This is an optimization exercise on Yosys and OpenROAD, whose aim is small area, a short achievable clock period and few clock cycles, not a production implementation. Function was checked by simulation only, so behaviour that the tests miss may differ from the original. No activity file was given, so power comes from the tool's default toggle rates.

== job 2127 ==
Design line_decoder, start of the top module:
module line_decoder (
    input  wire               clk,
    input  wire               rst,
    input  wire               start,
    input  wire        [2:0]  cmd_scheme,
    input  wire        [15:0] cmd_ncells,
    input  wire signed [15:0] cmd_spb,
    input  wire        [11:0] cmd_fs,
    input  wire               s_valid,
    output wire               s_ready,
    input  wire signed [11:0] s_data,
    output reg                b_valid,
    output reg                b_bit,
    output reg                busy,
    output reg                done,
    output reg         [1:0]  res,
    output wire        [15:0] outlen
);
==> flow/config.mk <==
export PLATFORM = sky130hd
export DESIGN_NAME = line_decoder
export DESIGN_NICKNAME = line_decoder
export VERILOG_FILES = /design/flow/design.v
export SDC_FILE = /design/flow/constraint.sdc
export NUM_CORES = 4
export LEC_CHECK = 0
export CAP_MARGIN = 20
export CORE_MARGIN = 2
export CORE_UTILIZATION = 40
export PLACE_DENSITY = 0.6
export SLEW_MARGIN = 20
==> flow/constraint.sdc <==
create_clock -name core_clock -period 12.0 [get_ports {clk}]
set_input_delay 2.4000 -clock core_clock [delete_from_list [all_inputs] [get_ports {clk}]]
set_output_delay 2.4000 -clock core_clock [all_outputs]
set_load 0.01 [all_outputs]
standard.sh (not shown) runs the stock make flow with config.mk's settings and CLKGATE_MAP_FILE= SYNTH_SCRIPT=/design/flow/synth_recipe.tcl, a recipe that flattens the netlist after the stock synthesis.
==> flow/flow/run.sh <==
#!/bin/bash
# Standard layout, with timing repair aimed at a tighter setup target than the clock period.
set -euo pipefail
bash standard.sh SETUP_SLACK_MARGIN=8.8 CORE_UTILIZATION=60 PLACE_DENSITY=0.75 CTS_CLUSTER_SIZE=24 CTS_CLUSTER_DIAMETER=80 finish > standard_flow.log 2>&1
Testbench counts of job 2127, summed over its fixed seeds: cycles 62,204.
> inputs changed (job 2127 -> job 8969)
==> flow/run.sh (new file) <==
#!/bin/bash
# synth_recipe.tcl (not shown) runs the flow's synth.tcl, then flattens the netlist and writes it again
# the make line also repeats each setting of config.mk as NAME=value (left out here)
make -C /OpenROAD-flow-scripts/flow DESIGN_CONFIG=/design/flow/config.mk WORK_HOME=/design/flow/orfs CLKGATE_MAP_FILE= SYNTH_SCRIPT=/design/flow/synth_recipe.tcl finish
--- a/flow/config.mk
+++ b/flow/config.mk
@@ -10,2 +10,5 @@
-export CORE_UTILIZATION = 40
-export PLACE_DENSITY = 0.6
+export CORE_UTILIZATION = 60
+export CTS_CLUSTER_DIAMETER = 80
+export CTS_CLUSTER_SIZE = 24
+export PLACE_DENSITY = 0.75
+export SETUP_SLACK_MARGIN = 5
removed: flow/flow/run.sh
removed: flow/standard.sh
--- outcome ---
- Job 8969 completed end to end with timing, DRC and antenna clean.
- The post-layout instance area number comes out lower for job 8969 vs job 2127.
- From job 8969 to job 2127, parity-gate share of the synthesized area counting xor and xnor cells did not move at all.
- In the tables for job 8969 and job 2127, sequential share of cell area reads higher with job 8969.
- Wire: job 8969 routes less than job 2127
- Share of the core filled with cells (lower): job 8969
- Relative contribution of combinational cells to total power for job 8969: 0.4 points down relative to job 2127
- Between job 8969 and job 2127, first-pass GRT wire length is lower for job 8969, job 2127 comes in above that.
- Power in job 8969 vs job 2127: down 4.6%
Relative to job 8969, the following input files were edited for job 6685:
==> flow/flow/run.sh (new file) <==
#!/bin/bash
# Standard layout, with timing repair aimed at a tighter setup target than the clock period.
set -euo pipefail
bash standard.sh SETUP_SLACK_MARGIN=8.7 CORE_UTILIZATION=70 PLACE_DENSITY=0.85 CTS_CLUSTER_SIZE=24 CTS_CLUSTER_DIAMETER=80 finish > standard_flow.log 2>&1
==> flow/standard.sh (new file) <==
#!/bin/bash
# synth_recipe.tcl (not shown) runs the flow's synth.tcl, then flattens the netlist and writes it again
# the make line also repeats each setting of config.mk as NAME=value (left out here)
make -C /OpenROAD-flow-scripts/flow DESIGN_CONFIG=/design/flow/config.mk WORK_HOME=/design/flow/orfs CLKGATE_MAP_FILE= SYNTH_SCRIPT=/design/flow/synth_recipe.tcl "${@:-finish}"
--- a/flow/config.mk
+++ b/flow/config.mk
@@ -10,5 +10,2 @@
-export CORE_UTILIZATION = 60
-export CTS_CLUSTER_DIAMETER = 80
-export CTS_CLUSTER_SIZE = 24
-export PLACE_DENSITY = 0.75
-export SETUP_SLACK_MARGIN = 5
+export CORE_UTILIZATION = 40
+export PLACE_DENSITY = 0.6
removed: flow/run.sh
Compared job 6685 against job 8969; power density of the placed cells within noise.
Lower minimum clock period after layout was reported by job 6685, not job 8969.
Job 8969 → job 6685: clock-pin transition on the worst setup and hold timing paths saw little to no change, number of cells on the worst hold path saw little to no change, length of routed met3 wiring saw an increase.
Job 8969 reports its cell with the biggest individual delay on the critical path as sky130_fd_sc_hd__nor2_2 while job 6685 reports sky130_fd_sc_hd__nor4_4.
Clock power: job 6685 higher than job 8969
[compare] base=job 8969 new=job 6685: worst hold-check slack saw little to no change, wire length saw an increase.
Changes in job 6213 relative to job 6685:
==> flow/flow/run.sh <==
#!/bin/bash
# Standard layout, with timing repair aimed at a tighter setup target than the clock period.
set -euo pipefail
bash standard.sh SETUP_SLACK_MARGIN=8.7 CORE_UTILIZATION=60 PLACE_DENSITY=0.75 CTS_CLUSTER_SIZE=24 CTS_CLUSTER_DIAMETER=80 finish > standard_flow.log 2>&1
Results
- Job 6213: full flow OK, the timing, DRC and antenna checks passed
- | non-clock buffer instance count of the final layout | job 6213 vs job 6685 | 6 lower |
- Job 6213 vs job 6685, met2 routing resource usage after global routing went down by 13 points.
- Between job 6213 and job 6685, depth of the worst register-to-register path is higher for job 6213, job 6685 comes in under that.
What job 3882 does differently from job 6213 at the input level:
==> flow/flow/run.sh <==
#!/bin/bash
# Standard layout, with timing repair aimed at a tighter setup target than the clock period.
set -euo pipefail
bash standard.sh SETUP_SLACK_MARGIN=8.7 CORE_UTILIZATION=60 PLACE_DENSITY=0.75 CTS_CLUSTER_SIZE=20 CTS_CLUSTER_DIAMETER=70 CTS_BUF_LIST=sky130_fd_sc_hd__clkbuf_8 finish > standard_flow.log 2>&1
### Flow results
- From job 3882 to job 6213, placed standard-cell area did not move at all.
- Number of register bits inferred by synthesis across job 3882 and job 6213: no real change.
- Relative to job 6213, worst hold margin has gone up in job 3882.
Here is what was changed in the inputs of job 6560 compared with job 3882.
==> flow/flow/run.sh <==
#!/bin/bash
# Standard layout, with timing repair aimed at a tighter setup target than the clock period.
set -euo pipefail
bash standard.sh SETUP_SLACK_MARGIN=8.6 CORE_UTILIZATION=60 PLACE_DENSITY=0.75 CTS_CLUSTER_SIZE=24 CTS_CLUSTER_DIAMETER=80 finish > standard_flow.log 2>&1
==> results.txt <==
Delta(arrival time at the worst endpoint, job 6560 - job 3882) < 0
HPWL reported at the end of detailed placement was lower in the run labelled job 3882.
| sequential share of layout area | higher: job 3882 |
Delta (job 6560 minus job 3882): least setup slack across all paths after layout went up by 0.051 ns, final cell count went down by 11, reported leakage power went up by 0.000036 uW, total non-filler cell area in the finished layout went up by about 0.6%.
Total detailed-routing wirelength on job 6560 is behind job 3882.
Comparing job 3882 and job 6560, the higher global-route wire length before repair was measured on job 6560.
According to the power report, total power for job 6560 is higher than for job 3882.
Number of buffers other than clock buffers in the final layout of job 6560 exceeds that of job 3882 slightly.


## run A
line_decoder, a different RTL version from the one above (not shown whole).
Size: roughly 2000 cells after synthesis, roughly 320 flip-flops, roughly 86 I/O pins, ~0.018 sq mm of cells after synthesis.
clock: 12.0 ns
lec_check: 0
cap_margin: 20
core_margin: 2
core_utilization: 40
place_density: 0.6
slew_margin: 20
run.sh (not shown) runs the stock make flow with config.mk's settings and CLKGATE_MAP_FILE= SYNTH_SCRIPT=/design/flow/synth_recipe.tcl, a recipe that flattens the netlist after the stock synthesis.
Stock flow here: none of the scripts above is used.
Testbench counts of run A, summed over its fixed seeds: cycles 62,204.
Modified inputs, run B compared to run A
==> flow/flow/run.sh (new file) <==
#!/bin/bash
# Standard layout, with timing repair aimed at a tighter setup target than the clock period.
set -euo pipefail
bash standard.sh SETUP_SLACK_MARGIN=8.4 finish > standard_flow.log 2>&1
==> flow/standard.sh (new file) <==
#!/bin/bash
# synth_recipe.tcl (not shown) runs the flow's synth.tcl, then flattens the netlist and writes it again
# the make line also repeats each setting of config.mk as NAME=value (left out here)
make -C /OpenROAD-flow-scripts/flow DESIGN_CONFIG=/design/flow/config.mk WORK_HOME=/design/flow/orfs CLKGATE_MAP_FILE= SYNTH_SCRIPT=/design/flow/synth_recipe.tcl "${@:-finish}"
removed: flow/run.sh
[summary]
Leading cell type in the layout, fill and taps excluded = dfxtp_1: run A; leading cell type in the layout, fill and taps excluded = nor2_1: run B
Run B: post-route standard cell area excluding fillers 1.8% above run A
Going from run A to run B, global routing usage summed across all routing layers now sits lower; via count shows a reduction of about 0.6%.


## job 742
line_decoder, a different RTL version from the one above (not shown whole).
For scale: about 1800 cells after synthesis, roughly 330 flip-flops, about 86 I/O pins, roughly 0.017 mm^2 of cells after synthesis.
## line_decoder
module line_decoder (
    input  wire               clk,
    input  wire               rst,
    input  wire               start,
    input  wire        [2:0]  cmd_scheme,
    input  wire        [15:0] cmd_ncells,
    input  wire signed [15:0] cmd_spb,
    input  wire        [11:0] cmd_fs,
    input  wire               s_valid,
    output wire               s_ready,
    input  wire signed [11:0] s_data,
    output reg                b_valid,
    output reg                b_bit,
    output reg                busy,
    output reg                done,
    output reg         [1:0]  res,
    output wire        [15:0] outlen
);
export LEC_CHECK = 0
export CAP_MARGIN = 20
export CORE_MARGIN = 2
export CORE_UTILIZATION = 40
export PLACE_DENSITY = 0.6
export SLEW_MARGIN = 20
create_clock -name core_clock -period 12.0 [get_ports {clk}]
standard.sh (not shown) runs the stock make flow with config.mk's settings and CLKGATE_MAP_FILE= SYNTH_SCRIPT=/design/flow/synth_recipe.tcl, a recipe that flattens the netlist after the stock synthesis.
==> flow/flow/run.sh <==
#!/bin/bash
# Standard layout, with timing repair aimed at a tighter setup target than the clock period.
set -euo pipefail
bash standard.sh SETUP_SLACK_MARGIN=8.7 CORE_UTILIZATION=60 PLACE_DENSITY=0.75 finish > standard_flow.log 2>&1
Testbench counts of job 742, summed over its fixed seeds: cycles 62,204.
The inputs of job 8851 differ from those of job 742 as listed below.
==> flow/flow/run.sh <==
#!/bin/bash
# Standard layout, with timing repair aimed at a tighter setup target than the clock period.
set -euo pipefail
bash standard.sh SETUP_SLACK_MARGIN=8.8 CTS_CLUSTER_SIZE=20 CTS_CLUSTER_DIAMETER=60 finish > standard_flow.log 2>&1
## What came out
Job 8851 was carried through to the last stage, and its layout satisfied the timing, DRC and antenna checks.
On cell count: between job 742 and job 8851, it ends up lower for job 742.
From job 742 to job 8851 the numbers moved as follows: area occupied by registers held steady; fraction of power consumed by combinational cells grew by 0.8 points.
The following lists how job 6472 was set up differently from job 8851:
==> flow/flow/run.sh <==
#!/bin/bash
# Standard layout, with timing repair aimed at a tighter setup target than the clock period.
set -euo pipefail
bash standard.sh SETUP_SLACK_MARGIN=8.7 CORE_UTILIZATION=60 PLACE_DENSITY=0.75 CTS_CLUSTER_SIZE=24 CTS_CLUSTER_DIAMETER=80 finish > standard_flow.log 2>&1
==> comparison <==
- Delta (job 6472 minus job 8851): height of the die -18%, synthesized-area fraction occupied by adder cells ~0 delta, total non-filler cell area in the finished layout -3.5%, data arrival at the endpoint of the critical path -40 ps, die area -33%.
- Compared with job 8851, job 6472 shows a lower minimum period implied by the final worst setup slack.
- In the flow results for job 8851 and job 6472, the fraction of area in multi-input gates is smaller on job 8851.
- Going from job 8851 to job 6472, area share of buffers outside the clock network has remained practically unchanged; total power after layout has decreased.

==> what the ideal ports hide <==
The results above use ideal ports. As a check the final layouts listed here were re-extracted and re-timed, cells and wires unchanged.
Step 1 assumes that a clkbuf_16 drives the clock port and a buf_2 every other input.
Step 2, shift: input delay + t, output delay - t, t = (earliest + latest rising clock arrival at the registers) / 2. This alone moves slack from input paths to output paths.
Slacks: no drivers / after step 1 / after step 2; pairs: no drivers / after step 1.
run | shift t [ns] | setup slack, ns | worst setup path after step 2
job 2127 | 0.557 | 8.611 / 8.560 / 8.173 | input to register
job 8969 | 0.551 | 7.552 / 7.559 / 7.007 | input to register
job 6685 | 0.552 | 8.583 / 8.540 / 8.063 | input to register
job 6213 | 0.569 | 8.585 / 8.535 / 8.166 | input to register
job 3882 | 0.631 | 8.512 / 8.461 / 8.108 | input to register
job 6560 | 0.562 | 8.563 / 8.513 / 8.108 | input to register
run A | 0.599 | 8.064 / 8.009 / 7.529 | input to register
run B | 0.609 | 8.437 / 8.384 / 7.884 | input to register
job 742 | 0.571 | 8.584 / 8.532 / 8.126 | input to register
job 8851 | 0.635 | 8.542 / 8.489 / 8.210 | input to register
job 6472 | 0.570 | 8.585 / 8.533 / 8.172 | input to register
After both steps every run listed still meets setup and hold. The setup slack of run B, which loses most, moves by -0.053 ns with the drivers and by -0.553 ns with both steps.
